This is an optimization exercise on Yosys and OpenROAD, whose aim is small area, not a production implementation.
The RTL was checked by simulation tests, not by an equivalence proof against the original design.
Power and IR drop assume default switching activity.

Design sps_serial_reader, start of the top module:
module sps_serial_reader (
    input  wire        clk,
    input  wire        rst,
    input  wire        start,
    input  wire        init,
    output wire        busy,
    output reg         done,
    input  wire [7:0]  rx_count,    
    input  wire [7:0]  rx_head,     
    output wire        rx_pop,      
    output wire        rx_discard,  
    output reg  [3:0]  last_result,
    output reg         rec_valid,
    output wire [2:0]  health,
    output reg  [31:0] bad_cnt,
    output reg  [31:0] good_cnt,
    input  wire [3:0]  rec_sel,
    output wire [31:0] rec_data
);
For scale: roughly 1500 cells after synthesis.
==> flow/config.mk <==
export PLATFORM = sky130hd
export DESIGN_NAME = sps_serial_reader
export DESIGN_NICKNAME = sps_serial_reader
export VERILOG_FILES = /design/flow/design.v
export SDC_FILE = /design/flow/constraint.sdc
export NUM_CORES = 4
export LEC_CHECK = 0
export CAP_MARGIN = 0
export CORE_MARGIN = 2
export CORE_UTILIZATION = 75
export GPL_TIMING_DRIVEN = 0
export PLACE_DENSITY = 0.85
export SLEW_MARGIN = 0
export SYNTH_HIERARCHICAL = 1
==> flow/constraint.sdc <==
create_clock -name core_clock -period 10.0 [get_ports {clk}]
set_input_delay 2.0000 -clock core_clock [delete_from_list [all_inputs] [get_ports {clk}]]
set_output_delay 2.0000 -clock core_clock [all_outputs]
set_load 0.01 [all_outputs]
standard.sh (not shown) runs the stock make flow with config.mk's settings and CLKGATE_MAP_FILE= SYNTH_SCRIPT=/design/flow/synth_recipe.tcl, a recipe that flattens the netlist after the stock synthesis.
==> flow/flow/run.sh <==
#!/bin/bash
# Standard synthesis and layout, with three changes: after synthesis every
# cell is set to the smallest drive strength of its family (repair sizes
# up again where needed), port buffers use the smallest buffer cell, and
# clock-tree sinks are clustered into larger groups without dummy loads.
set -euo pipefail
cd "$(dirname "$0")/.."
ARGS=(
  "BUFFER_PORTS_ARGS=-buffer_cell sky130_fd_sc_hd__buf_1"
  "CTS_ARGS=-sink_clustering_enable -repair_clock_nets -buf_list sky130_fd_sc_hd__clkbuf_4 -sink_clustering_size 10 -sink_clustering_max_diameter 40 -dont_use_dummy_load"
)
bash standard.sh synth "${ARGS[@]}" > flow_synth.log 2>&1
DOWNSIZE_ODB=orfs/results/sky130hd/sps_serial_reader/base/1_synth.odb \
  openroad -no_init -exit flow/downsize.tcl > flow_downsize.log 2>&1
bash standard.sh finish "${ARGS[@]}" > flow_make.log 2>&1
==> flow/flow/downsize.tcl <==
# Swap every standard cell of the synthesized netlist to the smallest drive
# strength of its own cell family (same function and pins). Placement and the
# later repair steps size cells up again wherever timing, slew or load needs it.
set odb $::env(DOWNSIZE_ODB)
read_db $odb
set db [ord::get_db]
set dont_use {probe_p lpflow_ fill decap tapvpwrvgnd diode}
set best [dict create]
foreach lib [$db getLibs] {
  foreach m [$lib getMasters] {
    set n [$m getName]
    if {![regexp {^(sky130_fd_sc_hd__[a-z0-9]+)_([0-9]+)$} $n -> fam drv]} { continue }
    set skip 0
    foreach d $dont_use { if {[string first $d $n] >= 0} { set skip 1 } }
    if {$skip} { continue }
    set a [expr {[$m getWidth] * [$m getHeight]}]
    if {![dict exists $best $fam] || $a < [lindex [dict get $best $fam] 0]} {
      dict set best $fam [list $a $m]
    }
  }
}
set before 0.0
set after 0.0
set swapped 0
foreach inst [[ord::get_db_block] getInsts] {
  set m [$inst getMaster]
  set n [$m getName]
  set before [expr {$before + [$m getWidth] * [$m getHeight] / 1e6}]
  if {[regexp {^(sky130_fd_sc_hd__[a-z0-9]+)_([0-9]+)$} $n -> fam drv] && [dict exists $best $fam]} {
    set nm [lindex [dict get $best $fam] 1]
    if {[$nm getName] ne $n} {
      if {[$inst swapMaster $nm]} { incr swapped; set m $nm }
    }
  }
  set after [expr {$after + [$m getWidth] * [$m getHeight] / 1e6}]
}
puts "downsize: swapped $swapped cells, area [format %.1f $before] -> [format %.1f $after] um2"
write_db $odb
The starting point completed with no timing, DRC or antenna violations.
Next try:
Settings changed: CORE_UTILIZATION 75 to 60, GPL_TIMING_DRIVEN 0 to unset, PLACE_DENSITY 0.85 to 0.7.
=> The new run ran to the end with no violations. Wire length grows by 2.0%. Hold slack improves by 22 ps. Total power stays flat. Final cell count grows by 3.5%. Global-route usage shrinks by 6.2 points. Sequential power barely changes. Design area shrinks by 0.77%. Synthesized cell count is unchanged. Worst setup slack improves by 420 ps. Sequential share of layout area grows by 0.50 points. Core utilization shrinks by 17 points.
Next try:
Settings changed: CORE_UTILIZATION 60 to 75, PLACE_DENSITY 0.7 to 0.85.
The new run completed with no timing, DRC or antenna violations.
Cell count came out lower by 4.1%.
Worst setup slack gets worse by 26 ps.
Combinational power came out lower by about 10%.
Area after synthesis is unchanged.
Die area came out lower by 20%.
Power came out lower by 0.64%.
Worst hold slack gets worse by 9.5 ps.

afterwards: timing with drivers on the ports:
The flow's constraints put no driver on any port. The routed layouts listed below were extracted and timed again, unchanged, in two steps.
Step 1 (the two cells are an assumption about what drives the block):
set clk [get_ports {clk}]
set_driving_cell -lib_cell sky130_fd_sc_hd__clkbuf_16 $clk
set_driving_cell -lib_cell sky130_fd_sc_hd__buf_2 [delete_from_list [all_inputs] $clk]
Step 2, shift: input delay + t, output delay - t, t = (earliest + latest rising clock arrival at the registers) / 2. This alone moves slack from input paths to output paths.
Three values: ideal, step 1, step 2; two values: the first two.
run | shift t [ns] | setup WS [ns] | worst setup path at the end | slew at the worst register clock pin (ns)
the first run | 0.737 | 1.033 / 1.056 / 0.320 | input to register | 0.11 / 0.11
the second run | 0.791 | 1.454 / 1.481 / 0.690 | input to register | 0.11 / 0.11
the third run | 0.756 | 1.428 / 1.451 / 0.695 | input to register | 0.11 / 0.11
After both steps every run listed still meets setup and hold. For the second run, which loses most, drivers alone change the setup slack by +0.027 ns; drivers and shift together by -0.764 ns.
